Context: an optimization exercise on an open-source flow, tuned for small area. The choices shown serve that exercise and are no tape-out recipe.
The RTL was checked by simulation tests, not by an equivalence proof against the original design.
No activity file was given, so power comes from the tool's default toggle rates.

==> flow/config.mk <==
export PLATFORM = sky130hd
export DESIGN_NAME = es51922_core
export DESIGN_NICKNAME = es51922_core
export VERILOG_FILES = /design/flow/design.v
export SDC_FILE = /design/flow/constraint.sdc
export NUM_CORES = 4
export LEC_CHECK = 0
export CAP_MARGIN = 5
export CORE_MARGIN = 2
export CORE_UTILIZATION = 40
export SLEW_MARGIN = 5
export SYNTH_HIERARCHICAL = 1
==> flow/constraint.sdc <==
create_clock -name core_clock -period 8.0 [get_ports {clk}]
set_input_delay 1.6000 -clock core_clock [delete_from_list [all_inputs] [get_ports {clk}]]
set_output_delay 1.6000 -clock core_clock [all_outputs]
set_load 0.01 [all_outputs]
==> flow/design.v <==
module es51922_core (
    input  wire        clk,
    input  wire        rst,
    input  wire        in_valid,
    input  wire [7:0]  in_len,
    input  wire [95:0] in_pkt,
    output reg         out_valid,
    output wire        out_err,
    output wire [2:0]  out_err_code,
    output wire [3:0]  out_err_lane,
    output wire [3:0]  out_mode,
    output wire [4:0]  out_unit,
    output wire [4:0]  out_disp_unit,
    output wire [1:0]  out_cur_kind,
    output wire [1:0]  out_peak,
    output wire [1:0]  out_op,
    output wire        out_rel,
    output wire        out_hold,
    output wire        out_batt,
    output wire        out_val_present,
    output wire [17:0] out_mant,
    output wire [2:0]  out_disp_prec,
    output wire [5:0]  out_val_exp,
    output wire        out_label_valid,
    output wire [3:0]  out_label
);
    wire [6:0] c_range = in_pkt[6:0];
    wire [6:0] c_dig4  = in_pkt[14:8];
    wire [6:0] c_dig3  = in_pkt[22:16];
    wire [6:0] c_dig2  = in_pkt[30:24];
    wire [6:0] c_dig1  = in_pkt[38:32];
    wire [6:0] c_dig0  = in_pkt[46:40];
    wire [6:0] c_func  = in_pkt[54:48];
    wire [6:0] c_stat  = in_pkt[62:56];
    wire [6:0] c_opt1  = in_pkt[70:64];
    wire [6:0] c_opt2  = in_pkt[78:72];
    wire [6:0] c_opt3  = in_pkt[86:80];
    wire [6:0] c_opt4  = in_pkt[94:88];
    localparam [3:0] F_VOLT = 4'hB, F_UA = 4'hD, F_MA = 4'hF, F_22A = 4'h0,
                     F_MAN  = 4'h9, F_RES = 4'h3, F_CONT = 4'h5, F_DIOD = 4'h1,
                     F_FREQ = 4'h2, F_CAP = 4'h6, F_TEMP = 4'h4, F_ADP = 4'hE,
                     F_DUTY = 4'hC, F_MISC = 4'h7, F_ETPL = 4'h8, F_EDIG = 4'hA;
    localparam [6:0] S_NONE = 7'h38, S_MALF = 7'h39, S_FUNC = 7'h3A,
                     S_RNG  = 7'h3B, S_CONF = 7'h3C,
                     S_T7 = 7'h47, S_T8 = 7'h40, S_T9 = 7'h41, S_T10 = 7'h42, S_T11 = 7'h43,
                     S_D1 = 7'h51, S_D2 = 7'h52, S_D3 = 7'h53, S_D4 = 7'h54, S_D5 = 7'h55;
    wire [3:0] fn = c_func[3:0];
    wire [2:0] rg = c_range[2:0];
    wire len_ok = (in_len == 8'd12);
    wire fn_ok  = (c_func[6:4] == 3'b011) &&
                  !(fn == 4'h7 || fn == 4'h8 || fn == 4'hA || fn == 4'hC);
    reg  rg_in;
    always @(*) begin
        case (fn)
            F_VOLT:                     rg_in = (rg <= 3'd4);
            F_UA, F_MA:                 rg_in = (rg <= 3'd1);
            F_22A, F_MAN, F_CONT, F_DIOD: rg_in = (rg == 3'd0);
            F_RES:                      rg_in = (rg <= 3'd6);
            F_ADP:                      rg_in = (rg <= 3'd3);
            default:                    rg_in = 1'b1;
        endcase
    end
    wire rg_ok = (fn == F_TEMP) || ((c_range[6:3] == 4'b0110) && rg_in);
    wire tm_stat = (c_stat[6:4] != 3'b011);
    wire tm_opt1 = (c_opt1[6:4] != 3'b011);
    wire tm_opt2 = (c_opt2[6:4] != 3'b011) || c_opt2[0];
    wire tm_opt3 = (c_opt3[6:4] != 3'b011);
    wire tm_opt4 = (c_opt4[6:3] != 4'b0110);
    wire f_judge = c_stat[3];
    wire f_sign  = c_stat[2];
    wire f_ol    = c_stat[0];
    wire f_ul    = c_opt2[3];
    wire f_dc    = c_opt3[3];
    wire f_ac    = c_opt3[2];
    wire f_vahz  = c_opt3[0];
    wire f_vbar  = c_opt4[2];
    wire conflict = f_ac && f_dc;
    wire dg4_bad = (c_dig4[6:4] != 3'b011) || (c_dig4[3] && (c_dig4[2] || c_dig4[1]));
    wire dg3_bad = (c_dig3[6:4] != 3'b011) || (c_dig3[3] && (c_dig3[2] || c_dig3[1]));
    wire dg2_bad = (c_dig2[6:4] != 3'b011) || (c_dig2[3] && (c_dig2[2] || c_dig2[1]));
    wire dg1_bad = (c_dig1[6:4] != 3'b011) || (c_dig1[3] && (c_dig1[2] || c_dig1[1]));
    wire dg0_bad = (c_dig0[6:4] != 3'b011) || (c_dig0[3] && (c_dig0[2] || c_dig0[1]));
    reg [6:0] code;
    reg       ok;
    always @(*) begin
        ok = 1'b0;
        if (!len_ok)       code = S_MALF;
        else if (!fn_ok)   code = S_FUNC;
        else if (!rg_ok)   code = S_RNG;
        else if (tm_stat)  code = S_T7;
        else if (tm_opt1)  code = S_T8;
        else if (tm_opt2)  code = S_T9;
        else if (tm_opt3)  code = S_T10;
        else if (tm_opt4)  code = S_T11;
        else if (conflict) code = S_CONF;
        else if (dg4_bad)  code = S_D1;
        else if (dg3_bad)  code = S_D2;
        else if (dg2_bad)  code = S_D3;
        else if (dg1_bad)  code = S_D4;
        else if (dg0_bad)  code = S_D5;
        else begin
            ok = 1'b1;
            if (f_vahz && !f_judge)                      code = {F_FREQ, 3'd1};
            else if ((f_vahz || fn == F_FREQ) && f_judge) code = {F_DUTY, 3'd1};
            else if (fn == F_TEMP)                       code = {F_TEMP, 1'b0, !f_vbar, f_vbar};
            else                                         code = {fn, rg};
        end
    end
    wire label_n = (fn == F_MAN || fn == F_ADP) && !f_vahz;
    wire op_n    = f_ul || f_ol;
    wire vp_n    = ok && !label_n && !op_n;
    wire [3:0] d4 = c_dig4[3:0], d3 = c_dig3[3:0], d2 = c_dig2[3:0],
               d1 = c_dig1[3:0], d0 = c_dig0[3:0];
    wire s = f_sign;
    wire [17:0] mant_n;
    wire x1 = d1[3] | d1[1];
    wire x2 = d2[3] | d2[2];
    wire r3_5_3 = (~d3[0] & d3[2]) | (d3[0] & ~d3[2]);
    wire r3_6_4 = (~d3[0] & d3[1]) | (~d3[0] & d3[3]) | (d3[0] & ~d3[1] & ~d3[2] & ~d3[3]) | (d3[1] & d3[2]);
    wire r3_7_5 = (d3[0] & ~d3[1] & ~d3[3]) | (~d3[1] & d3[2]) | (d3[1] & ~d3[2]);
    wire r3_8_6 = (d3[0]) | (d3[1]) | (d3[2]) | (d3[3]);
    wire r3_9_7 = (d3[0]) | (d3[1]) | (d3[2]) | (d3[3]);
    wire r3_10_8 = (~d3[0] & d3[1]) | (~d3[0] & d3[2]) | (~d3[0] & d3[3]);
    wire r3_11_9 = (~d3[0] & ~d3[1] & d3[2]) | (~d3[0] & d3[3]) | (d3[0] & d3[1]);
    wire r3_12_10 = (~d3[0] & d3[3]) | (d3[0] & d3[2]) | (d3[1] & d3[2]);
    wire r3_13_11 = (d3[0] & d3[3]);
    wire x12 = d4[3] | d4[1];
    wire x13 = d4[3] | d4[2];
    wire hs14, hc15;
  es51922_ha uhs14 (.a(d0[1]), .b(d1[0]), .s(hs14), .co(hc15));
    wire fs16, fc17;
  es51922_fa ufs16 (.a(d0[2]), .b(d1[1]), .c(d2[0]), .s(fs16), .co(fc17));
    wire hs18, hc19;
  es51922_ha uhs18 (.a(hc15), .b(fs16), .s(hs18), .co(hc19));
    wire fs20, fc21;
  es51922_fa ufs20 (.a(d0[3]), .b(d1[2]), .c(d1[0]), .s(fs20), .co(fc21));
    wire fs22, fc23;
  es51922_fa ufs22 (.a(d2[1]), .b((d3[0])), .c(fc17), .s(fs22), .co(fc23));
    wire fs24, fc25;
  es51922_fa ufs24 (.a(fs20), .b(hc19), .c(fs22), .s(fs24), .co(fc25));
    wire fs26, fc27;
  es51922_fa ufs26 (.a(d2[2]), .b((d3[1])), .c(d4[0]), .s(fs26), .co(fc27));
    wire fs28, fc29;
  es51922_fa ufs28 (.a(x1), .b(fc21), .c(fs26), .s(fs28), .co(fc29));
    wire fs30, fc31;
  es51922_fa ufs30 (.a(fc23), .b(fs28), .c(fc25), .s(fs30), .co(fc31));
    wire fs32, fc33;
  es51922_fa ufs32 (.a(d1[2]), .b(d2[3]), .c(d2[0]), .s(fs32), .co(fc33));
    wire fs34, fc35;
  es51922_fa ufs34 (.a(d4[1]), .b(r3_5_3), .c(fc27), .s(fs34), .co(fc35));
    wire fs36, fc37;
  es51922_fa ufs36 (.a(fs32), .b(fc29), .c(fs34), .s(fs36), .co(fc37));
    wire hs38, hc39;
  es51922_ha uhs38 (.a(fs36), .b(fc31), .s(hs38), .co(hc39));
    wire fs40, fc41;
  es51922_fa ufs40 (.a(d1[3]), .b(d2[1]), .c(d2[0]), .s(fs40), .co(fc41));
    wire fs42, fc43;
  es51922_fa ufs42 (.a(d4[2]), .b(r3_6_4), .c(fc33), .s(fs42), .co(fc43));
    wire fs44, fc45;
  es51922_fa ufs44 (.a(fs40), .b(fc35), .c(fs42), .s(fs44), .co(fc45));
    wire fs46, fc47;
  es51922_fa ufs46 (.a(fc37), .b(fs44), .c(hc39), .s(fs46), .co(fc47));
    wire fs48, fc49;
  es51922_fa ufs48 (.a(d2[2]), .b(d2[1]), .c(d4[3]), .s(fs48), .co(fc49));
    wire fs50, fc51;
  es51922_fa ufs50 (.a(r3_7_5), .b(fc41), .c(fs48), .s(fs50), .co(fc51));
    wire fs52, fc53;
  es51922_fa ufs52 (.a(fc43), .b(fs50), .c(fc45), .s(fs52), .co(fc53));
    wire hs54, hc55;
  es51922_ha uhs54 (.a(fs52), .b(fc47), .s(hs54), .co(hc55));
    wire fs56, fc57;
  es51922_fa ufs56 (.a(d4[0]), .b(x2), .c(r3_8_6), .s(fs56), .co(fc57));
    wire fs58, fc59;
  es51922_fa ufs58 (.a(fc49), .b(fs56), .c(fc51), .s(fs58), .co(fc59));
    wire fs60, fc61;
  es51922_fa ufs60 (.a(fs58), .b(fc53), .c(hc55), .s(fs60), .co(fc61));
    wire fs62, fc63;
  es51922_fa ufs62 (.a(d2[3]), .b(d4[1]), .c(d4[0]), .s(fs62), .co(fc63));
    wire fs64, fc65;
  es51922_fa ufs64 (.a(r3_9_7), .b(fs62), .c(fc57), .s(fs64), .co(fc65));
    wire fs66, fc67;
  es51922_fa ufs66 (.a(fs64), .b(fc59), .c(fc61), .s(fs66), .co(fc67));
    wire fs68, fc69;
  es51922_fa ufs68 (.a(d4[2]), .b(d4[1]), .c(d4[0]), .s(fs68), .co(fc69));
    wire fs70, fc71;
  es51922_fa ufs70 (.a(r3_10_8), .b(fc63), .c(fs68), .s(fs70), .co(fc71));
    wire fs72, fc73;
  es51922_fa ufs72 (.a(fs70), .b(fc65), .c(fc67), .s(fs72), .co(fc73));
    wire fs74, fc75;
  es51922_fa ufs74 (.a(d4[2]), .b(x12), .c(r3_11_9), .s(fs74), .co(fc75));
    wire fs76, fc77;
  es51922_fa ufs76 (.a(fc69), .b(fs74), .c(fc71), .s(fs76), .co(fc77));
    wire hs78, hc79;
  es51922_ha uhs78 (.a(fs76), .b(fc73), .s(hs78), .co(hc79));
    wire fs80, fc81;
  es51922_fa ufs80 (.a(x13), .b(r3_12_10), .c(fc75), .s(fs80), .co(fc81));
    wire fs82, fc83;
  es51922_fa ufs82 (.a(fs80), .b(fc77), .c(hc79), .s(fs82), .co(fc83));
    wire fs84, fc85;
  es51922_fa ufs84 (.a(d4[3]), .b(d4[0]), .c(r3_13_11), .s(fs84), .co(fc85));
    wire fs86, fc87;
  es51922_fa ufs86 (.a(fs84), .b(fc81), .c(fc83), .s(fs86), .co(fc87));
    wire fs88, fc89;
  es51922_fa ufs88 (.a(d4[1]), .b(fc85), .c(fc87), .s(fs88), .co(fc89));
    wire hs90, hc91;
  es51922_ha uhs90 (.a(d4[2]), .b(fc89), .s(hs90), .co(hc91));
    wire tp92 = d4[3] ^ hc91;
    wire [16:0] mag = {tp92,hs90,fs88,fs86,fs82,hs78,fs72,fs66,fs60,hs54,fs46,hs38,fs30,fs24,hs18,hs14,d0[0]};
    wire [17:0] ng;
    assign ng[0] = 1'b0;
    genvar gi;
    generate for (gi = 1; gi < 18; gi = gi + 1) begin : g_neg
        assign ng[gi] = ng[gi-1] | (s & mag[gi-1]);
    end endgenerate
    assign mant_n = {1'b0, mag} ^ ng;
    reg  [6:0]  r_code;      
    reg  [1:0]  r_cur, r_peak, r_op;
    reg         r_rel, r_hold, r_batt;
    reg  [17:0] r_mant;
    wire [1:0] cur_n  = f_dc ? 2'd1 : (f_ac ? 2'd2 : 2'd0);
    wire [1:0] peak_n = c_opt1[3] ? 2'd1 : (c_opt1[2] ? 2'd2 : 2'd0);
    wire [1:0] opv_n  = f_ul ? 2'd1 : (f_ol ? 2'd2 : 2'd0);
    always @(posedge clk) begin
        if (rst) begin
            out_valid <= 1'b0;
            r_code    <= 7'd0;
            r_cur     <= 2'd0;
            r_peak    <= 2'd0;
            r_op      <= 2'd0;
            r_rel     <= 1'b0;
            r_hold    <= 1'b0;
            r_batt    <= 1'b0;
            r_mant    <= 18'd0;
        end else begin
            out_valid <= in_valid;
            if (in_valid) begin
                r_code <= code ^ S_NONE;
                r_cur  <= ok ? cur_n  : 2'd0;
                r_peak <= ok ? peak_n : 2'd0;
                r_op   <= ok ? opv_n  : 2'd0;
                r_rel  <= ok & c_opt1[1];
                r_hold <= ok & c_opt4[1];
                r_batt <= ok & c_stat[1];
                r_mant <= vp_n ? mant_n : 18'd0;
            end
        end
    end
    assign out_cur_kind = r_cur;
    assign out_peak     = r_peak;
    assign out_op       = r_op;
    assign out_rel      = r_rel;
    assign out_hold     = r_hold;
    assign out_batt     = r_batt;
    assign out_mant     = r_mant;
    wire [2:0] e_prec;
    wire [5:0] e_vexp;
    wire       e_num;
    wire [1:0] e_lab;
    es51922_dec u_dec (
        .code(r_code), .err(out_err), .err_code(out_err_code), .err_lane(out_err_lane),
        .mode(out_mode), .unit(out_unit), .disp_unit(out_disp_unit),
        .label_valid(out_label_valid), .lab(e_lab), .num(e_num), .prec(e_prec), .vexp(e_vexp));
    assign out_val_present = e_num && (r_op == 2'd0);
    assign out_disp_prec   = out_val_present ? e_prec : 3'd0;
    assign out_val_exp     = out_val_present ? e_vexp : 6'd0;
    assign out_label       = {2'b00, e_lab};
endmodule
module es51922_fa(input a, input b, input c, output s, output co);
  assign s = a ^ b ^ c;
  assign co = (a & b) | (a & c) | (b & c);
endmodule
module es51922_ha(input a, input b, output s, output co);
  assign s = a ^ b;
  assign co = a & b;
endmodule
module es51922_dec (
    input  wire [6:0] code,
    output wire err,
    output wire [2:0] err_code,
    output wire [3:0] err_lane,
    output wire [3:0] mode,
    output wire [4:0] unit,
    output wire [4:0] disp_unit,
    output wire label_valid,
    output wire [1:0] lab,
    output wire num,
    output wire [2:0] prec,
    output wire [5:0] vexp
);
    assign err = (code[3] & code[5] & code[6]) | (code[1] & ~code[3] & ~code[5]) | (code[2] & ~code[3] & ~code[5]) | (code[0] & ~code[3] & ~code[5] & ~code[6]);
    assign err_code[0] = (code[2] & ~code[3] & ~code[5]) | (code[0] & ~code[3] & ~code[5] & ~code[6]);
    assign err_code[1] = (code[1] & ~code[3] & ~code[5]) | (code[3] & ~code[4] & code[5] & code[6]);
    assign err_code[2] = (code[3] & code[5] & code[6]) | (code[2] & ~code[3] & ~code[5]);
    assign err_lane[0] = (code[0] & ~code[1] & ~code[3] & ~code[5] & ~code[6]) | (code[0] & code[3] & code[5] & code[6]);
    assign err_lane[1] = (code[0] & ~code[1] & ~code[3] & ~code[5] & ~code[6]) | (code[1] & code[3] & code[5] & code[6]) | (code[2] & ~code[3] & ~code[5]) | (~code[0] & code[1] & ~code[3] & ~code[5]);
    assign err_lane[2] = (code[0] & ~code[1] & ~code[3] & ~code[5] & ~code[6]) | (~code[0] & code[1] & ~code[3] & ~code[5]) | (code[2] & code[3] & code[6]);
    assign err_lane[3] = (code[0] & ~code[1] & ~code[3] & ~code[5] & ~code[6]) | (code[2] & ~code[3] & ~code[5]) | (~code[2] & code[3] & code[4] & code[5] & code[6]);
    assign mode[0] = (code[3] & code[5] & ~code[6]) | (~code[3] & code[4] & code[6]) | (~code[3] & ~code[5] & code[6]) | (code[4] & ~code[5]);
    assign mode[1] = (code[3] & ~code[5] & ~code[6]) | (code[4] & ~code[5] & ~code[6]) | (~code[3] & ~code[4] & code[5] & ~code[6]);
    assign mode[2] = (code[3] & ~code[4] & ~code[6]) | (code[3] & ~code[5] & ~code[6]) | (~code[3] & code[4] & code[5] & ~code[6]);
    assign mode[3] = (code[3] & ~code[5] & code[6]);
    assign unit[0] = (code[4] & code[5] & ~code[6]) | (code[3] & code[5] & ~code[6]) | (code[3] & code[4] & ~code[6]) | (~code[3] & code[6]);
    assign unit[1] = (code[3] & code[4] & code[5] & ~code[6]) | (~code[3] & code[4] & code[6]) | (~code[3] & ~code[5] & code[6]) | (~code[3] & code[4] & ~code[5]) | (~code[3] & ~code[4] & code[5] & ~code[6]);
    assign unit[2] = (~code[3] & code[4] & ~code[5] & ~code[6]) | (code[3] & ~code[4] & ~code[5] & ~code[6]) | (~code[3] & ~code[4] & code[5] & ~code[6]);
    assign unit[3] = (code[3] & ~code[4] & ~code[6]);
    assign unit[4] = (code[3] & code[4] & ~code[5]);
    assign disp_unit[0] = (~code[1] & ~code[2] & code[3] & ~code[6]) | (code[1] & code[2] & code[3] & ~code[6]) | (code[1] & ~code[2] & ~code[3] & code[5]) | (~code[3] & code[4] & ~code[5] & code[6]) | (code[0] & code[2] & code[3] & ~code[6]) | (code[0] & ~code[2] & ~code[3] & code[5]) | (code[4] & code[5] & ~code[6]) | (code[3] & code[4] & ~code[6]) | (~code[2] & ~code[3] & ~code[4] & code[5] & code[6]);
    assign disp_unit[1] = (code[2] & code[3] & ~code[6]) | (code[1] & code[3] & ~code[4] & ~code[6]) | (~code[2] & ~code[3] & ~code[4] & code[5] & ~code[6]) | (code[2] & ~code[3] & code[6]) | (code[3] & code[4] & code[5] & ~code[6]) | (~code[3] & code[4] & ~code[5] & ~code[6]);
    assign disp_unit[2] = (~code[3] & ~code[5] & code[6]) | (~code[2] & ~code[3] & ~code[4] & code[5] & ~code[6]) | (~code[3] & code[4] & ~code[5]) | (code[3] & ~code[4] & ~code[5] & ~code[6]);
    assign disp_unit[3] = (code[3] & ~code[4] & ~code[6]) | (code[2] & code[5] & ~code[6]);
    assign disp_unit[4] = (code[3] & code[4] & ~code[5]);
    assign label_valid = (~code[3] & code[4] & code[5] & code[6]) | (code[3] & ~code[4] & ~code[5] & code[6]);
    assign lab[0] = (code[0] & code[3] & ~code[4] & ~code[5] & code[6]);
    assign lab[1] = (code[1] & ~code[5] & code[6]);
    assign num = (code[3] & ~code[6]) | (~code[3] & ~code[4] & code[5]) | (code[4] & ~code[5]) | (~code[3] & ~code[5] & code[6]) | (code[5] & ~code[6]);
    assign prec[0] = (code[0] & code[4] & ~code[5]) | (code[0] & code[2] & code[5] & ~code[6]) | (code[0] & ~code[3] & code[5] & code[6]) | (~code[0] & code[1] & ~code[2] & code[5] & ~code[6]) | (code[3] & code[4] & code[5] & ~code[6]) | (~code[0] & code[1] & code[2] & ~code[5]) | (code[0] & ~code[1] & code[3] & code[5] & ~code[6]) | (~code[0] & ~code[3] & ~code[4] & ~code[5] & code[6]) | (~code[1] & code[2] & code[3] & code[5] & ~code[6]) | (code[0] & code[1] & ~code[2] & code[3] & ~code[5] & ~code[6]) | (~code[0] & ~code[1] & ~code[2] & code[3] & ~code[5] & ~code[6]);
    assign prec[1] = (code[1] & ~code[2] & code[5] & ~code[6]) | (~code[0] & code[1] & code[2]) | (~code[0] & code[4] & ~code[5]) | (~code[0] & ~code[1] & ~code[2] & code[3] & ~code[6]) | (~code[3] & ~code[4] & ~code[5] & code[6]) | (code[0] & ~code[1] & code[2] & code[5] & ~code[6]) | (code[0] & code[1] & code[3] & ~code[5] & ~code[6]) | (code[2] & ~code[3] & code[6]) | (~code[0] & code[2] & code[3] & ~code[5]) | (~code[0] & code[1] & ~code[3] & code[6]) | (code[0] & ~code[1] & ~code[3] & code[5] & code[6]) | (~code[0] & ~code[2] & ~code[4] & code[5] & ~code[6]) | (code[0] & ~code[2] & code[3] & ~code[4] & ~code[5] & ~code[6]);
    assign prec[2] = (code[0] & ~code[1] & ~code[2] & ~code[3] & code[5] & ~code[6]) | (code[0] & ~code[1] & code[2] & ~code[5]) | (~code[3] & code[4] & code[5] & ~code[6]) | (~code[0] & ~code[1] & code[2] & ~code[3] & code[5] & ~code[6]) | (~code[0] & code[1] & ~code[2] & code[3] & ~code[4] & ~code[5] & ~code[6]) | (~code[0] & ~code[1] & ~code[2] & ~code[4] & code[5] & code[6]);
    assign vexp[0] = (code[0] & code[4] & ~code[5]) | (code[3] & code[4] & code[5] & ~code[6]) | (code[0] & code[3] & ~code[6]) | (code[2] & ~code[3] & code[6]) | (code[0] & ~code[3] & code[5]) | (code[0] & ~code[3] & code[6]);
    assign vexp[1] = (code[3] & code[4] & ~code[5]) | (code[2] & ~code[3] & code[6]) | (code[4] & ~code[5] & ~code[6]) | (code[1] & code[3] & ~code[5] & ~code[6]) | (~code[3] & ~code[4] & ~code[5] & code[6]) | (~code[1] & ~code[4] & code[5] & ~code[6]) | (code[1] & ~code[3] & code[6]);
    assign vexp[2] = (code[3] & code[4] & ~code[5]) | (~code[2] & ~code[3] & ~code[4] & code[5] & code[6]) | (code[1] & code[2] & ~code[4] & code[5]) | (code[4] & ~code[6]) | (~code[2] & code[3] & ~code[5] & ~code[6]) | (~code[1] & ~code[2] & code[5] & ~code[6]);
    assign vexp[3] = (code[2] & code[3] & ~code[5]) | (code[4] & ~code[5]) | (~code[3] & ~code[4] & code[6]) | (~code[1] & ~code[2] & code[5] & ~code[6]);
    assign vexp[4] = (code[3] & ~code[5] & ~code[6]) | (code[4] & ~code[5]) | (~code[3] & ~code[4] & code[6]) | (~code[1] & ~code[2] & code[5] & ~code[6]);
    assign vexp[5] = (code[3] & ~code[5] & ~code[6]) | (code[4] & ~code[5]) | (~code[3] & ~code[4] & code[6]) | (~code[1] & ~code[2] & code[5] & ~code[6]);
endmodule
==> flow/flow/run.sh <==
#!/bin/bash
# The standard layout (standard.sh) with three changes:
#  - synthesis runs the standard flow's own synthesis script, but its final ABC mapping
#    uses flow/area.abc (area-oriented: &deepsyn restructuring for up to 150 s
#    per module, then area-recovering mapping; no ABC buffering or upsizing);
#  - ports are buffered with buf_1;
#  - the clock tree is built from clkbuf_4 cells, without dummy loads.
# Full tool output: standard_flow.log here, and ORFS's per-step logs in orfs/logs/.
set -euo pipefail
here=$(pwd)
{
  head -n 1 synth_recipe.tcl
  cat <<'T'
proc abc {args} {
  set i [lsearch -exact $args -script]
  if {$i >= 0} { lset args [expr {$i+1}] $::env(FLOW_ABC_SCRIPT) }
  yosys abc {*}$args
}
T
  tail -n +2 synth_recipe.tcl
} > synth_area.tcl
export FLOW_ABC_SCRIPT="$here/flow/area.abc"
bash standard.sh \
  "SYNTH_SCRIPT=$here/synth_area.tcl" \
  "BUFFER_PORTS_ARGS=-buffer_cell sky130_fd_sc_hd__buf_1" \
  "CTS_ARGS=-sink_clustering_enable -repair_clock_nets -dont_use_dummy_load -buf_list sky130_fd_sc_hd__clkbuf_4 -root_buf sky130_fd_sc_hd__clkbuf_4 -sink_clustering_size 10 -sink_clustering_max_diameter 60" \
  finish > standard_flow.log 2>&1
==> flow/flow/area.abc <==
&get -n
&st
&syn2
&synch2
&dch -f
&nf -R 1000 -p
&st
&dch -f
&nf -R 1000 -p
&put
topo
stime -c
==> flow/standard.sh <==
#!/bin/bash
# synth_recipe.tcl (not shown) runs the flow's synth.tcl, then flattens the netlist and writes it again
# the make line also repeats each setting of config.mk as NAME=value (left out here)
make -C /OpenROAD-flow-scripts/flow DESIGN_CONFIG=/design/flow/config.mk WORK_HOME=/design/flow/orfs CLKGATE_MAP_FILE= SYNTH_SCRIPT=/design/flow/synth_recipe.tcl "${@:-finish}"
==> key figures, run 1 <==
Run status
  • Status: finished clean

CTS
  • Setup bufs post-CTS: 0
  • CTS Sinks: 35
  • Clk Latency, worst-skew pair: 0.32 ns
  • Cts repair resizes: 0
  • Hold buffers post-CTS: 0
  • Num CTS Buffers: 5
  • Clock root cell: clkbuf_4
  • Clk slew on worst S/H paths: 0.11 ns
  • Clock tree buffer depth: 2
  • CTS tree: yes
  • Max H-tree Level: 2

Global routing
  • Number of global-route vias before repair: 3886
  • Total global-route track usage: 0.223
  • Total grt overflow: 0
  • Initial antenna violation count: 0
  • Largest net degree at the start of global routing: 36
  • First-pass GRT wire length: 18300 um

Placement
  • IO buf count: 152
  • Placed Area: 4370 um^2
  • Placer Congestion: 0.872
  • Detail Placement HPWL: 8560 um
  • Placed insts: 724

Pwr
  • Power share of the sequential group: 0.316
  • Clock power share: 0.153
  • Net Sw Power: 215 uW
  • Max IR drop VDD: 0.0881 mV
  • Int Power: 343 uW
  • Switching Fraction: 0.386
  • Comb pwr share: 0.531
  • P_leak: 0.00149 uW
  • Pwr dens: 126 nW/um^2

Routing
  • DR WL/cell: 14.7 um
  • Max Used Layer: met4
  • Met3 wire length: 599 um
  • M1 WL: 4660 um
  • Total wire length: 10700 um
  • Iter 0 DRT Violations: 153
  • Vias per cell: 5.53
  • Metal2 WL: 5410 um
  • DRC: 0
  • DRT Pass-1 Iters: 4
  • Antenna Violating Nets Remaining: 0
  • Total number of vias: 4033

STA
  • Final min period: 7.45 ns
  • Fmax: 0.134 GHz
  • Period utilization: 0.931
  • Max-Slew Margin vs Limit: 0.138
  • Slew @ Worst Pin: 1.28 ns
  • RSZ-0062 raised after global routing: no
  • Max Slew Vio Count: 0
  • Final Hold Vio Count: 0
  • Final clock skew: 0 ns
  • Final setup violation count: 0
  • Setup_tns: 0 ns

Yosys
  • Syn Std Cell Area: 3640 um^2
  • Seq/Total Area, Yosys: 0.192
  • Synthesis Warnings: 7
  • Synth Instances: 461
  • Seq cells post-synth: 35
  • FFs w/ async S/R, synth: 0
  • Post-synth EDFFs: 0
  • Main synth FF type: dfxtp_1
  • Avg Cell Area, Syn: 7.90 um^2
  • Synth cell types: 50

Finish
  • Syn-to-layout area delta: 21.1%
  • Multi-input logic area: 2890 um^2
  • Register area: 701 um^2
  • Nets: 770
  • Post-Layout Cell Count: 729
  • ANT cells: 0
  • Fillcell total: 939
  • Final instance area: 4410 um^2
  • Layout cell share with drive strength beyond 1: 0.0193
  • Final Util: 0.503

Worst setup path
  • Crit Path Max Fanout: 3
  • Critical path type: input pin to register
  • Critical Path AT: 7.67 ns
  • WP data required: 8.22 ns
  • Setup crit end kind: register
  • Crit start category: input pin

Floorplan
  • Die W: 99.4 um
  • # IOs: 172
  • Core box area: 8760 um^2
  • Die area: 9890 um^2
  • # rows: 34
  • Initial Utilization: 0.416
  • DIE HEIGHT: 99.4 um

Min path
  • Hold WC Path Type: register to register

Job
  • MaxCap Viol Count: 0
path summary, 6_finish.rpt:
path,cells past startpoint,startpoint,end,slack [ns]
max reg2reg,2,r_code[5]$_SDFFE_PP0P_,r_code[5]$_SDFFE_PP0P_,6.65
min,2,r_mant[15]$_SDFFE_PP0P_,r_mant[15]$_SDFFE_PP0P_,0.47
min reg2reg,2,r_mant[15]$_SDFFE_PP0P_,r_mant[15]$_SDFFE_PP0P_,0.47
max,21,in_pkt[24],r_mant[16]$_SDFFE_PP0P_,0.55
through the flow:
| step | total power [uW] | setup slack (ns) | hold WS, ns |
|---|---|---|---|
| final | 558 | 0.549 | 0.468 |
| after global routing | 616 | 0.278 | 0.512 |
| after CTS | 568 | 0.553 | 0.472 |
| after detailed placement | 479 | 0.184 | 0.454 |
| after global placement | 472 | 0.269 | 0.451 |
| after floorplan | 404 | 0.607 | 0.480 |
per-layer routing:
metal  track usage  up-vias
li1              -     2008
met1         0.289     1895
met2         0.398      124
met3        0.0337        6
met4        0.0400        0
met5             0        -
kinds of logic (layout without fill, tap and decap cells):
group	after synthesis	after routing	synth area share
DFF	35	35	0.192
muxes	2	2	0.00549
AOI/OAI and AO/OA	139	139	0.248
xor gates and xnor gates	15	15	0.0361
and+or+nand+nor	216	216	0.294
other	1	2	0.00103
buffers and inverters	13	172	0.0175
adders and majority gates	40	40	0.205
sequential cells by signal, indices dropped and copies added, names as in the netlist:
register / flops
r_cur: 2
out_valid: 1
r_hold: 1
r_mant: 18
r_peak: 2
r_code: 7
r_rel: 1
r_batt: 1
r_op: 2
critical path, cell delays in order:
cell     delay [ns]
buf_1          0.14
fa_1           0.41
fa_1           0.46
fa_1           0.39
fa_1           0.38
ha_1           0.20
fa_1           0.37
ha_1           0.20
fa_1           0.39
fa_1           0.39
fa_1           0.37
ha_1           0.20
fa_1           0.38
fa_1           0.38
fa_1           0.37
ha_1           0.31
o21ai_0        0.24
nand3_1        0.13
nor2b_1        0.15
a22oi_1        0.14
nor2_1         0.06
Yosys stat by module, one instance, submodules excluded:
module        copies in the design  cell area, um^2  cells inside  flip-flops and latches
es51922_ha                       6             12.5             1                       0
es51922_core                     1             2170           292                      35
es51922_fa                      33             20.0             1                       0
es51922_dec                      1              733           130                       0
Yosys cell counts, drive strengths merged, types with 2 or more instances:
master	count	area, um^2
nor2b	10	62.6
nor2	65	244
buf	4	30.0
and2	14	87.6
a21oi	22	110
dfxtp	35	701
a22oi	30	225
clkinv	9	33.8
or2	6	37.5
nor4	6	37.5
a32oi	3	26.3
xnor2	10	87.6
nand3	11	55.1
ha	7	87.6
o211ai	8	60.1
o22ai	2	12.5
a21o	4	30.0
nand2b	19	119
and3	4	25.0
or3	4	25.0
mux2i	2	20.0
o21ai	37	185
nor4b	2	17.5
nand2	53	199
xor2	5	43.8
fa	33	661
o311ai	2	17.5
nand3b	3	22.5
o21bai	2	15.0
and4b	2	20.0
a31oi	9	56.3
o221ai	5	43.8
nor3	7	35.0
o31ai	3	22.5
a211oi	3	22.5
o22a	2	17.5
nand4b	5	43.8
power by group through the flow:
stage	combinational (uW)	clock [uW]	sequential, uW
final	296	85.5	176
after floorplan	224	0	180
after detailed placement	298	0	180
after CTS	300	91.6	176
after global routing	342	97.9	177
after global placement	291	0	180
final cells by class:
type	instances	area share
Multi-Input combinational cell	414	0.655
Sequential cell	35	0.159
Timing Repair Buffer	158	0.140
Tap cell	108	0.0306
Clock buffer	5	0.00851
Inverter	9	0.00766
layout by cell type, fill, tap and decap left out, drive strengths merged, types with 2 or more instances in the layout:
cell,synthesis,routed
buf,4,158
nor2,65,65
nand2,53,53
o21ai,37,37
dfxtp,35,35
fa,33,33
a22oi,30,30
a21oi,22,22
nand2b,19,19
and2,14,14
nand3,11,11
xnor2,10,10
nor2b,10,10
clkinv,9,9
a31oi,9,9
o211ai,8,8
nor3,7,7
ha,7,7
or2,6,6
nor4,6,6
nand4b,5,5
xor2,5,5
o221ai,5,5
clkbuf,0,5
or3,4,4
and3,4,4
a21o,4,4
nand3b,3,3
a211oi,3,3
a32oi,3,3
o31ai,3,3
o22ai,2,2
o21bai,2,2
mux2i,2,2
and4b,2,2
nor4b,2,2
conb,1,2
o22a,2,2
o311ai,2,2
==> inputs of run 2 (changes only) <==
--- a/flow/flow/run.sh
+++ b/flow/flow/run.sh
@@ -23,5 +23,5 @@
 bash standard.sh \
   "SYNTH_SCRIPT=$here/synth_area.tcl" \
   "BUFFER_PORTS_ARGS=-buffer_cell sky130_fd_sc_hd__buf_1" \
-  "CTS_ARGS=-sink_clustering_enable -repair_clock_nets -dont_use_dummy_load -buf_list sky130_fd_sc_hd__clkbuf_4 -root_buf sky130_fd_sc_hd__clkbuf_4 -sink_clustering_size 10 -sink_clustering_max_diameter 60" \
+  "CTS_ARGS=-sink_clustering_enable -repair_clock_nets -dont_use_dummy_load -buf_list sky130_fd_sc_hd__clkbuf_4 -root_buf sky130_fd_sc_hd__clkbuf_4 -sink_clustering_size 20" \
   finish > standard_flow.log 2>&1
==> flow/flow/area.abc (replaced) <==
&get -n
&st
&deepsyn -T 150 -J 2000
&dch -f
&nf -R 1000 -p
&put
topo
stime -c
--- a/flow/config.mk
+++ b/flow/config.mk
@@ -5,8 +5,8 @@
 export SDC_FILE = /design/flow/constraint.sdc
 export NUM_CORES = 4
 export LEC_CHECK = 0
-export CAP_MARGIN = 5
+export CAP_MARGIN = 20
 export CORE_MARGIN = 2
 export CORE_UTILIZATION = 40
-export SLEW_MARGIN = 5
+export SLEW_MARGIN = 20
 export SYNTH_HIERARCHICAL = 1
==> key figures, run 2 <==
Run status
  • Status: finished clean

CTS
  • CTS tree: yes
  • Hold buffers post-CTS: 0
  • Num CTS Buffers: 5
  • Clk Latency, worst-skew pair: 0.31 ns
  • Setup bufs post-CTS: 0
  • Clock root cell: clkbuf_4
  • Clk slew on worst S/H paths: 0.12 ns
  • Clock tree buffer depth: 2
  • Max H-tree Level: 2
  • Cts repair resizes: 0
  • CTS Sinks: 35

Finish
  • Top flop regs: r_mant: 18 flops, r_code: 7 flops
  • Final Util: 0.500
  • Layout cell share with drive strength beyond 1: 0.0200
  • ANT cells: 0
  • Most frequent cells in the layout: buf_1, nand2_1, nor2_1
  • Biggest register: r_mant
  • Commonest non-fill, non-tap cell in the layout: buf_1
  • Nets: 699
  • Max FFs per register: 18
  • Syn-to-layout area delta: 22.8%
  • Final instance area: 4050 um^2

STA
  • Max-Slew Margin vs Limit: 0.373
  • Final clock skew: 0 ns
  • Max Slew Vio Count: 0
  • Hold slack: 0.475 ns
  • Final min period: 7.36 ns
  • Final setup violation count: 0
  • Fmax: 0.136 GHz
  • Setup_tns: 0 ns
  • Period utilization: 0.920
  • Final Hold Vio Count: 0
  • Slew @ Worst Pin: 0.938 ns
  • RSZ-0062 raised after global routing: no

Worst setup path
  • Largest delay contributor family on the critical path: adder cells
  • Setup slack, reg-to-reg: 6.98 ns
  • CP Launch Point: in_pkt[42]
  • Crit start category: input pin
  • Critical path depth: 19
  • Setup crit end kind: register
  • Crit Reg-Reg Endpoint: r_code[5]$_SDFFE_PP0P_
  • Crit Path Max Fanout: 3
  • Buffers and inverters on the worst path: 1
  • Most repeated library cell on the critical path: fa_1
  • Max incr delay on CP: 0.46 ns
  • Critical path, cell by cell: buf_1 -> fa_1 -> fa_1 -> fa_1 -> fa_1 -> ha_1 -> fa_1 -> ha_1 -> fa_1 -> fa_1 -> fa_1 -> ha_1 -> fa_1 -> fa_1 -> fa_1 -> ha_1 -> a21o_1 -> a21o_1 -> a32o_1
  • Reg2reg path depth: 2
  • Critical path type: input pin to register
  • Critical Path AT: 7.61 ns
  • Worst Setup EP: r_mant[17]$_SDFFE_PP0P_
  • Crit-path slowest cell: fa_1
  • Reg2reg start: r_code[5]$_SDFFE_PP0P_
  • WP data required: 8.24 ns

Yosys
  • Syn Std Cell Area: 3290 um^2
  • Top post-synthesis cells by count: nand2_1, nor2_1, dfxtp_1
  • Count leader, synth: nand2_1
  • FFs w/ async S/R, synth: 0
  • Seq cells post-synth: 35
  • Synthesis Warnings: 7
  • Synth area leader: dfxtp_1
  • Synth cell types: 47
  • Synth Instances: 392
  • Avg Cell Area, Syn: 8.40 um^2
  • Top cells by area, synth: dfxtp_1, fa_1, o21ai_0
  • Post-synth top area share: 0.213
  • Post-synth EDFFs: 0
  • Main synth FF type: dfxtp_1
  • Seq/Total Area, Yosys: 0.213

Floorplan
  • # IOs: 172
  • Die W: 94.7 um
  • Core box area: 8090 um^2
  • DIE HEIGHT: 94.7 um
  • Initial Utilization: 0.407
  • # rows: 33
  • Die area: 8970 um^2

Placement
  • Placed Area: 4010 um^2
  • Placer Congestion: 0.923
  • Detail Placement HPWL: 7720 um
  • IO buf count: 152

Routing
  • DR WL/cell: 14.2 um
  • Iter 0 DRT Violations: 137
  • Vias per cell: 5.43
  • Total number of vias: 3558
  • DRT Pass-1 Iters: 6
  • Total wire length: 9290 um
  • DRC: 0
  • Antenna Violating Nets Remaining: 0

Global routing
  • Number of global-route vias before repair: 3249
  • Initial antenna violation count: 0
  • Total grt overflow: 0
  • Total global-route track usage: 0.210
  • First-pass GRT wire length: 15200 um
  • Largest net degree at the start of global routing: 34

Min path
  • Worst hold path stage count: 2
  • Hold WC Path Type: register to register

Pwr
  • Pwr dens: 132 nW/um^2
  • Max IR drop VDD: 0.0656 mV
  • P_leak: 0.00146 uW

Job
  • MaxCap Viol Count: 0
[run 2: cell types whose count changed in the layout (fill, tap and decap cells not counted), sizes merged, moves of 4 or more]
cell	previous run	this run
a22oi	30	1
nand3	11	21
o211ai	8	2
a31oi	9	1
o221ai	5	0
o21ai	37	33
a21o	4	9
a22o	0	13
a32o	0	13
xnor2	10	6
xor2	5	1
nand2	53	43
nor2	65	38
[run 2: stage by stage]
step | total power (uW) | std cells | worst slack (ns)
after global routing | 596 | 655 | 0.420
after CTS | 541 | 655 | 0.657
after global placement | 453 | 650 | 0.306
after detailed placement | 459 | 650 | 0.271
final | 533 | 655 | 0.639
after floorplan | 388 | 393 | 0.641
[run 2: tightest hold or removal path: cells and delay by family (launching register included)]
kind,cells,cell delay (ns)
AO/OA/AOI/OAI,1,0.06
AND/OR/NAND/NOR,1,0.05
flip-flops,1,0.34
[run 2: per-layer routing]
layer / up-vias / track usage / wire length (um)
met5: - / 0 / 0
met4: 0 / 0.0447 / 121
met3: 12 / 0.0200 / 606
met2: 155 / 0.371 / 4540
met1: 1639 / 0.277 / 4020
li1: 1752 / - / -
[run 2: final cells by class]
class                           instances  area, um^2
Tap cell                              105         131
Timing Repair Buffer                  156         601
Fill cell                             847        4050
Clock buffer                            5        37.5
Inverter                                8        30.0
Multi-Input combinational cell        346        2540
Sequential cell                        35         701
[run 2: how the worst min path moves through the flow]
stage,start,to,slack [ns]
floorplan,r_peak[0]$_SDFFE_PP0P_,r_peak[0]$_SDFFE_PP0P_,0.48
global placement,r_peak[0]$_SDFFE_PP0P_,r_peak[0]$_SDFFE_PP0P_,0.44
detailed placement,r_mant[10]$_SDFFE_PP0P_,r_mant[10]$_SDFFE_PP0P_,0.45
CTS,r_peak[0]$_SDFFE_PP0P_,r_peak[0]$_SDFFE_PP0P_,0.48
global route,r_mant[0]$_SDFFE_PP0P_,r_mant[0]$_SDFFE_PP0P_,0.50
finish,r_peak[0]$_SDFFE_PP0P_,r_peak[0]$_SDFFE_PP0P_,0.48
[run 2: per-module statistics from Yosys, one instance, submodules excluded]
module / flip-flops and latches / copies in the design / cells inside
es51922_fa: 0 / 33 / 1
es51922_ha: 0 / 6 / 1
es51922_core: 35 / 1 / 239
es51922_dec: 0 / 1 / 114
[run 2: kinds of logic after synthesis]
family | after synthesis | share of synthesized area
xor gates and xnor gates | 7 | 0.0186
other | 1 | 0.00114
buffers and inverters | 12 | 0.0182
adders and majority gates | 40 | 0.227
DFF | 35 | 0.213
and+or+nand+nor | 183 | 0.285
AOI/OAI and AO/OA | 114 | 0.237
[run 2: power breakdown]
group          internal, uW  total (uW)  switching [uW]
registers               175         176            1.35
clock network          29.4        80.3            51.0
logic                   130         276             146
total                   334         533             199
==> inputs of run 3 (changes only) <==
--- a/flow/design.v
+++ b/flow/design.v
@@ -252,17 +252,12 @@
     assign out_hold     = r_hold;
     assign out_batt     = r_batt;
     assign out_mant     = r_mant;
-    wire [2:0] e_prec;
-    wire [5:0] e_vexp;
-    wire       e_num;
     wire [1:0] e_lab;
     es51922_dec u_dec (
-        .code(r_code), .err(out_err), .err_code(out_err_code), .err_lane(out_err_lane),
+        .code(r_code), .op(r_op), .err(out_err), .err_code(out_err_code), .err_lane(out_err_lane),
         .mode(out_mode), .unit(out_unit), .disp_unit(out_disp_unit),
-        .label_valid(out_label_valid), .lab(e_lab), .num(e_num), .prec(e_prec), .vexp(e_vexp));
-    assign out_val_present = e_num && (r_op == 2'd0);
-    assign out_disp_prec   = out_val_present ? e_prec : 3'd0;
-    assign out_val_exp     = out_val_present ? e_vexp : 6'd0;
+        .label_valid(out_label_valid), .lab(e_lab), .vp(out_val_present),
+        .prec(out_disp_prec), .vexp(out_val_exp));
     assign out_label       = {2'b00, e_lab};
 endmodule
 module es51922_fa(input a, input b, input c, output s, output co);
@@ -275,6 +270,7 @@
 endmodule
 module es51922_dec (
     input  wire [6:0] code,
+    input  wire [1:0] op,
     output wire err,
     output wire [2:0] err_code,
     output wire [3:0] err_lane,
@@ -283,10 +279,11 @@
     output wire [4:0] disp_unit,
     output wire label_valid,
     output wire [1:0] lab,
-    output wire num,
+    output wire vp,
     output wire [2:0] prec,
     output wire [5:0] vexp
 );
+    wire num; wire [2:0] prec_t; wire [5:0] vexp_t;
     assign err = (code[3] & code[5] & code[6]) | (code[1] & ~code[3] & ~code[5]) | (code[2] & ~code[3] & ~code[5]) | (code[0] & ~code[3] & ~code[5] & ~code[6]);
     assign err_code[0] = (code[2] & ~code[3] & ~code[5]) | (code[0] & ~code[3] & ~code[5] & ~code[6]);
     assign err_code[1] = (code[1] & ~code[3] & ~code[5]) | (code[3] & ~code[4] & code[5] & code[6]);
@@ -313,13 +310,16 @@
     assign lab[0] = (code[0] & code[3] & ~code[4] & ~code[5] & code[6]);
     assign lab[1] = (code[1] & ~code[5] & code[6]);
     assign num = (code[3] & ~code[6]) | (~code[3] & ~code[4] & code[5]) | (code[4] & ~code[5]) | (~code[3] & ~code[5] & code[6]) | (code[5] & ~code[6]);
-    assign prec[0] = (code[0] & code[4] & ~code[5]) | (code[0] & code[2] & code[5] & ~code[6]) | (code[0] & ~code[3] & code[5] & code[6]) | (~code[0] & code[1] & ~code[2] & code[5] & ~code[6]) | (code[3] & code[4] & code[5] & ~code[6]) | (~code[0] & code[1] & code[2] & ~code[5]) | (code[0] & ~code[1] & code[3] & code[5] & ~code[6]) | (~code[0] & ~code[3] & ~code[4] & ~code[5] & code[6]) | (~code[1] & code[2] & code[3] & code[5] & ~code[6]) | (code[0] & code[1] & ~code[2] & code[3] & ~code[5] & ~code[6]) | (~code[0] & ~code[1] & ~code[2] & code[3] & ~code[5] & ~code[6]);
-    assign prec[1] = (code[1] & ~code[2] & code[5] & ~code[6]) | (~code[0] & code[1] & code[2]) | (~code[0] & code[4] & ~code[5]) | (~code[0] & ~code[1] & ~code[2] & code[3] & ~code[6]) | (~code[3] & ~code[4] & ~code[5] & code[6]) | (code[0] & ~code[1] & code[2] & code[5] & ~code[6]) | (code[0] & code[1] & code[3] & ~code[5] & ~code[6]) | (code[2] & ~code[3] & code[6]) | (~code[0] & code[2] & code[3] & ~code[5]) | (~code[0] & code[1] & ~code[3] & code[6]) | (code[0] & ~code[1] & ~code[3] & code[5] & code[6]) | (~code[0] & ~code[2] & ~code[4] & code[5] & ~code[6]) | (code[0] & ~code[2] & code[3] & ~code[4] & ~code[5] & ~code[6]);
-    assign prec[2] = (code[0] & ~code[1] & ~code[2] & ~code[3] & code[5] & ~code[6]) | (code[0] & ~code[1] & code[2] & ~code[5]) | (~code[3] & code[4] & code[5] & ~code[6]) | (~code[0] & ~code[1] & code[2] & ~code[3] & code[5] & ~code[6]) | (~code[0] & code[1] & ~code[2] & code[3] & ~code[4] & ~code[5] & ~code[6]) | (~code[0] & ~code[1] & ~code[2] & ~code[4] & code[5] & code[6]);
-    assign vexp[0] = (code[0] & code[4] & ~code[5]) | (code[3] & code[4] & code[5] & ~code[6]) | (code[0] & code[3] & ~code[6]) | (code[2] & ~code[3] & code[6]) | (code[0] & ~code[3] & code[5]) | (code[0] & ~code[3] & code[6]);
-    assign vexp[1] = (code[3] & code[4] & ~code[5]) | (code[2] & ~code[3] & code[6]) | (code[4] & ~code[5] & ~code[6]) | (code[1] & code[3] & ~code[5] & ~code[6]) | (~code[3] & ~code[4] & ~code[5] & code[6]) | (~code[1] & ~code[4] & code[5] & ~code[6]) | (code[1] & ~code[3] & code[6]);
-    assign vexp[2] = (code[3] & code[4] & ~code[5]) | (~code[2] & ~code[3] & ~code[4] & code[5] & code[6]) | (code[1] & code[2] & ~code[4] & code[5]) | (code[4] & ~code[6]) | (~code[2] & code[3] & ~code[5] & ~code[6]) | (~code[1] & ~code[2] & code[5] & ~code[6]);
-    assign vexp[3] = (code[2] & code[3] & ~code[5]) | (code[4] & ~code[5]) | (~code[3] & ~code[4] & code[6]) | (~code[1] & ~code[2] & code[5] & ~code[6]);
-    assign vexp[4] = (code[3] & ~code[5] & ~code[6]) | (code[4] & ~code[5]) | (~code[3] & ~code[4] & code[6]) | (~code[1] & ~code[2] & code[5] & ~code[6]);
-    assign vexp[5] = (code[3] & ~code[5] & ~code[6]) | (code[4] & ~code[5]) | (~code[3] & ~code[4] & code[6]) | (~code[1] & ~code[2] & code[5] & ~code[6]);
+    assign prec_t[0] = (code[0] & code[4] & ~code[5]) | (code[0] & code[2] & code[5] & ~code[6]) | (code[0] & ~code[3] & code[5] & code[6]) | (~code[0] & code[1] & ~code[2] & code[5] & ~code[6]) | (code[3] & code[4] & code[5] & ~code[6]) | (~code[0] & code[1] & code[2] & ~code[5]) | (code[0] & ~code[1] & code[3] & code[5] & ~code[6]) | (~code[0] & ~code[3] & ~code[4] & ~code[5] & code[6]) | (~code[1] & code[2] & code[3] & code[5] & ~code[6]) | (code[0] & code[1] & ~code[2] & code[3] & ~code[5] & ~code[6]) | (~code[0] & ~code[1] & ~code[2] & code[3] & ~code[5] & ~code[6]);
+    assign prec_t[1] = (code[1] & ~code[2] & code[5] & ~code[6]) | (~code[0] & code[1] & code[2]) | (~code[0] & code[4] & ~code[5]) | (~code[0] & ~code[1] & ~code[2] & code[3] & ~code[6]) | (~code[3] & ~code[4] & ~code[5] & code[6]) | (code[0] & ~code[1] & code[2] & code[5] & ~code[6]) | (code[0] & code[1] & code[3] & ~code[5] & ~code[6]) | (code[2] & ~code[3] & code[6]) | (~code[0] & code[2] & code[3] & ~code[5]) | (~code[0] & code[1] & ~code[3] & code[6]) | (code[0] & ~code[1] & ~code[3] & code[5] & code[6]) | (~code[0] & ~code[2] & ~code[4] & code[5] & ~code[6]) | (code[0] & ~code[2] & code[3] & ~code[4] & ~code[5] & ~code[6]);
+    assign prec_t[2] = (code[0] & ~code[1] & ~code[2] & ~code[3] & code[5] & ~code[6]) | (code[0] & ~code[1] & code[2] & ~code[5]) | (~code[3] & code[4] & code[5] & ~code[6]) | (~code[0] & ~code[1] & code[2] & ~code[3] & code[5] & ~code[6]) | (~code[0] & code[1] & ~code[2] & code[3] & ~code[4] & ~code[5] & ~code[6]) | (~code[0] & ~code[1] & ~code[2] & ~code[4] & code[5] & code[6]);
+    assign vexp_t[0] = (code[0] & code[4] & ~code[5]) | (code[3] & code[4] & code[5] & ~code[6]) | (code[0] & code[3] & ~code[6]) | (code[2] & ~code[3] & code[6]) | (code[0] & ~code[3] & code[5]) | (code[0] & ~code[3] & code[6]);
+    assign vexp_t[1] = (code[3] & code[4] & ~code[5]) | (code[2] & ~code[3] & code[6]) | (code[4] & ~code[5] & ~code[6]) | (code[1] & code[3] & ~code[5] & ~code[6]) | (~code[3] & ~code[4] & ~code[5] & code[6]) | (~code[1] & ~code[4] & code[5] & ~code[6]) | (code[1] & ~code[3] & code[6]);
+    assign vexp_t[2] = (code[3] & code[4] & ~code[5]) | (~code[2] & ~code[3] & ~code[4] & code[5] & code[6]) | (code[1] & code[2] & ~code[4] & code[5]) | (code[4] & ~code[6]) | (~code[2] & code[3] & ~code[5] & ~code[6]) | (~code[1] & ~code[2] & code[5] & ~code[6]);
+    assign vexp_t[3] = (code[2] & code[3] & ~code[5]) | (code[4] & ~code[5]) | (~code[3] & ~code[4] & code[6]) | (~code[1] & ~code[2] & code[5] & ~code[6]);
+    assign vexp_t[4] = (code[3] & ~code[5] & ~code[6]) | (code[4] & ~code[5]) | (~code[3] & ~code[4] & code[6]) | (~code[1] & ~code[2] & code[5] & ~code[6]);
+    assign vexp_t[5] = (code[3] & ~code[5] & ~code[6]) | (code[4] & ~code[5]) | (~code[3] & ~code[4] & code[6]) | (~code[1] & ~code[2] & code[5] & ~code[6]);
+    assign vp   = num & (op == 2'd0);
+    assign prec = vp ? prec_t : 3'd0;
+    assign vexp = vp ? vexp_t : 6'd0;
 endmodule
--- a/flow/flow/run.sh
+++ b/flow/flow/run.sh
@@ -23,5 +23,5 @@
 bash standard.sh \
   "SYNTH_SCRIPT=$here/synth_area.tcl" \
   "BUFFER_PORTS_ARGS=-buffer_cell sky130_fd_sc_hd__buf_1" \
-  "CTS_ARGS=-sink_clustering_enable -repair_clock_nets -dont_use_dummy_load -buf_list sky130_fd_sc_hd__clkbuf_4 -root_buf sky130_fd_sc_hd__clkbuf_4 -sink_clustering_size 20" \
+  "CTS_ARGS=-sink_clustering_enable -repair_clock_nets -dont_use_dummy_load -buf_list sky130_fd_sc_hd__clkbuf_4 -root_buf sky130_fd_sc_hd__clkbuf_4 -sink_clustering_size 10 -sink_clustering_max_diameter 60" \
   finish > standard_flow.log 2>&1
==> key figures, run 3 <==
Worst setup path
  • Crit start category: input pin
  • Reg2reg path depth: 2
  • Reg2reg start: r_code[5]$_SDFFE_PP0P_
  • Largest delay contributor family on the critical path: adder cells
  • Setup crit end kind: register
  • Most repeated library cell on the critical path: fa_1
  • WP data required: 8.24 ns
  • Crit Path Max Fanout: 3
  • Max incr delay on CP: 0.48 ns
  • Critical path, cell by cell: buf_1 -> fa_1 -> fa_1 -> fa_1 -> fa_1 -> ha_1 -> fa_1 -> ha_1 -> fa_1 -> fa_1 -> fa_1 -> ha_1 -> fa_1 -> fa_1 -> fa_1 -> a21o_1 -> a21o_1 -> a21oi_1 -> nor2_1 -> a22o_1
  • Crit-path slowest cell: fa_1
  • Crit Reg-Reg Endpoint: r_code[5]$_SDFFE_PP0P_
  • Critical path type: input pin to register
  • Buffers and inverters on the worst path: 1
  • Critical Path AT: 7.56 ns
  • Setup slack, reg-to-reg: 7.06 ns

Floorplan
  • # rows: 32
  • Die W: 93.8 um
  • DIE HEIGHT: 93.8 um
  • Die area: 8800 um^2
  • Initial Utilization: 0.415
  • Core box area: 7770 um^2
  • # IOs: 172

Routing
  • Total wire length: 9170 um
  • DRT Pass-1 Iters: 5
  • Iter 0 DRT Violations: 149
  • Total number of vias: 3517
  • Antenna Violating Nets Remaining: 0
  • DRC: 0
  • DR WL/cell: 14.0 um
  • Vias per cell: 5.39

STA
  • RSZ-0062 raised after global routing: no
  • Max Slew Vio Count: 0
  • Slew @ Worst Pin: 1.00 ns
  • Final min period: 7.32 ns
  • Period utilization: 0.915
  • Final Hold Vio Count: 0
  • Setup_tns: 0 ns
  • Fmax: 0.137 GHz
  • Hold slack: 0.440 ns
  • Final setup violation count: 0
  • Final clock skew: 0 ns
  • Max-Slew Margin vs Limit: 0.314

Yosys
  • Synth cell types: 45
  • Top cells by area, synth: dfxtp_1, fa_1, nand2_1
  • Synthesis Warnings: 7
  • Top post-synthesis cells by count: nand2_1, dfxtp_1, nor2_1, o21ai_0, fa_1
  • Avg Cell Area, Syn: 8.21 um^2
  • Syn Std Cell Area: 3230 um^2
  • Seq/Total Area, Yosys: 0.217
  • FFs w/ async S/R, synth: 0
  • Seq cells post-synth: 35
  • Synth Instances: 393
  • Main synth FF type: dfxtp_1
  • Post-synth top area share: 0.217
  • Synth area leader: dfxtp_1
  • Count leader, synth: nand2_1
  • Post-synth EDFFs: 0

Min path
  • Worst hold path stage count: 2
  • Hold WC Path Type: register to register
  • HP Start: r_mant[10]$_SDFFE_PP0P_
  • WHS Endpoint: r_mant[10]$_SDFFE_PP0P_

Run status
  • Status: finished clean

Placement
  • Placed insts: 648
  • IO buf count: 152
  • Detail Placement HPWL: 7720 um
  • Placer Congestion: 0.972

Global routing
  • Total grt overflow: 0
  • Initial antenna violation count: 0
  • First-pass GRT wire length: 14900 um
  • Largest net degree at the start of global routing: 34
  • Number of global-route vias before repair: 3193
  • Total global-route track usage: 0.210

CTS
  • CTS Sinks: 35
  • Clock root cell: clkbuf_4
  • Max H-tree Level: 2
  • CTS tree: yes
  • Setup bufs post-CTS: 0
  • Num CTS Buffers: 5
  • Clk Latency, worst-skew pair: 0.32 ns
  • Clock tree buffer depth: 2
  • Hold buffers post-CTS: 0
  • Clk slew on worst S/H paths: 0.10 ns
  • Cts repair resizes: 0

Pwr
  • P_leak: 0.00146 uW
  • Clock power share: 0.153
  • Net Sw Power: 198 uW
  • Switching Fraction: 0.375
  • Pwr dens: 133 nW/um^2
  • Power share of the sequential group: 0.332
  • Max IR drop VDD: 0.0624 mV
  • Int Power: 331 uW
  • Comb pwr share: 0.515

Finish
  • Syn-to-layout area delta: 23.0%
  • Biggest register: r_mant
  • Layout cell share with drive strength beyond 1: 0.0181
  • Top flop regs: r_mant: 18 flops, r_code: 7 flops
  • ANT cells: 0
  • Commonest non-fill, non-tap cell in the layout: buf_1
  • Nets: 700
  • Post-Layout Cell Count: 653
  • Most frequent cells in the layout: buf_1, nand2_1, o21ai_0, dfxtp_1, nor2_1
  • Final Util: 0.511
  • Max FFs per register: 18

Job
  • MaxCap Viol Count: 0
run 3: changes by cell type in the layout (fill, tap and decap cells not counted), sizes merged, moves of 3 or more:
cell	change
nand2	+12
xor2	+6
nand4	+7
a32o	-13
o31ai	-3
and2	-8
nor2	-3
nand3b	+4
xnor2	-6
run 3: worst max path at each step:
stage          startpoint                      end  slack, ns  cells after the start
6_report       in_pkt[42]  r_mant[16]$_SDFFE_PP0P_       0.68                     20
5_1_grt        in_pkt[16]  r_mant[16]$_SDFFE_PP0P_       0.39                     21
4_1_cts        in_pkt[42]  r_mant[16]$_SDFFE_PP0P_       0.69                     20
3_5_place_dp   in_pkt[42]  r_mant[16]$_SDFFE_PP0P_       0.31                     20
3_3_place_gp   in_pkt[42]  r_mant[16]$_SDFFE_PP0P_       0.35                     20
2_1_floorplan  in_pkt[42]  r_mant[16]$_SDFFE_PP0P_       0.67                     19
run 3: worst register-to-register path, stage by stage, from the launching register on:
cell,delay [ns]
dfxtp_1,0.66
a21oi_1,0.12
o21ai_0,0.09
run 3: final cells by class:
type                       count  area [um^2]
timing repair buffer         156          601
tap                          102          128
sequential                    35          701
clock buffer                   5         37.5
multi-input combinational    347         2470
inverter                       8         30.0
fill                         800         3800
run 3: through the flow:
step / power, uW / setup slack, ns / area, um^2
6_report: 530 / 0.678 / 3970
5_1_grt: 580 / 0.394 / 3970
4_1_cts: 538 / 0.689 / 3970
3_5_place_dp: 455 / 0.313 / 3930
3_3_place_gp: 448 / 0.348 / 3930
2_1_floorplan: 385 / 0.669 / 3230
run 3: power by group through the flow:
stage | Clock (uW) | Sequential [uW] | Combinational (uW)
final | 81.0 | 176 | 273
after global routing | 91.4 | 176 | 312
after CTS | 85.5 | 176 | 276
after detailed placement | 0 | 180 | 275
after global placement | 0 | 180 | 268
after floorplan | 0 | 180 | 206
run 3: kinds of logic after synthesis:
| logic type | Yosys count | share of synthesized area |
|---|---|---|
| xor gates and xnor gates | 7 | 0.0190 |
| DFF | 35 | 0.217 |
| other | 1 | 0.00116 |
| and+or+nand+nor | 195 | 0.308 |
| adders and majority gates | 40 | 0.232 |
| AOI/OAI and AO/OA | 103 | 0.204 |
| buffers and inverters | 12 | 0.0186 |
run 3: Yosys stat by module (local to each module, per instance):
module / cells / times used
es51922_core: 250 / 1
es51922_dec: 104 / 1
es51922_fa: 1 / 33
es51922_ha: 1 / 6
run 3: layer usage:
layer,part of all wire,GRT usage,wire [um]
met2,0.47,0.361,4340
met3,0.066,0.0265,602
met1,0.44,0.278,4080
met4,0.016,0.0580,149
met5,0,0,0

## what the ideal ports hide
The results above use ideal ports. As a check the final layouts listed here were re-extracted and re-timed, cells and wires unchanged.
Step 1, drivers: a clkbuf_16 drives clk and a buf_2 each remaining input, both assumed.
Step 2 adds t to the input delays and takes it off the output delays; t is the mean of the earliest and latest rising clock arrival at the registers after step 1. Input paths then give back, and output paths get back, about the clock's delay inside the block.
a / b / c = ideal / step 1 / step 2; a / b = the first two.
run	t, ns	setup slack, ns	worst setup path at the end	clock arrival spread, ns
run 1	0.345	0.549 / 0.558 / 0.213	input to register	0.033 / 0.033
run 2	0.343	0.639 / 0.642 / 0.299	input to register	0.035 / 0.035
run 3	0.344	0.678 / 0.684 / 0.340	input to register	0.022 / 0.023
After both steps setup and hold are still met in every run listed. The setup slack of run 2, which loses most, moves by +0.003 ns with the drivers and by -0.340 ns with both steps.
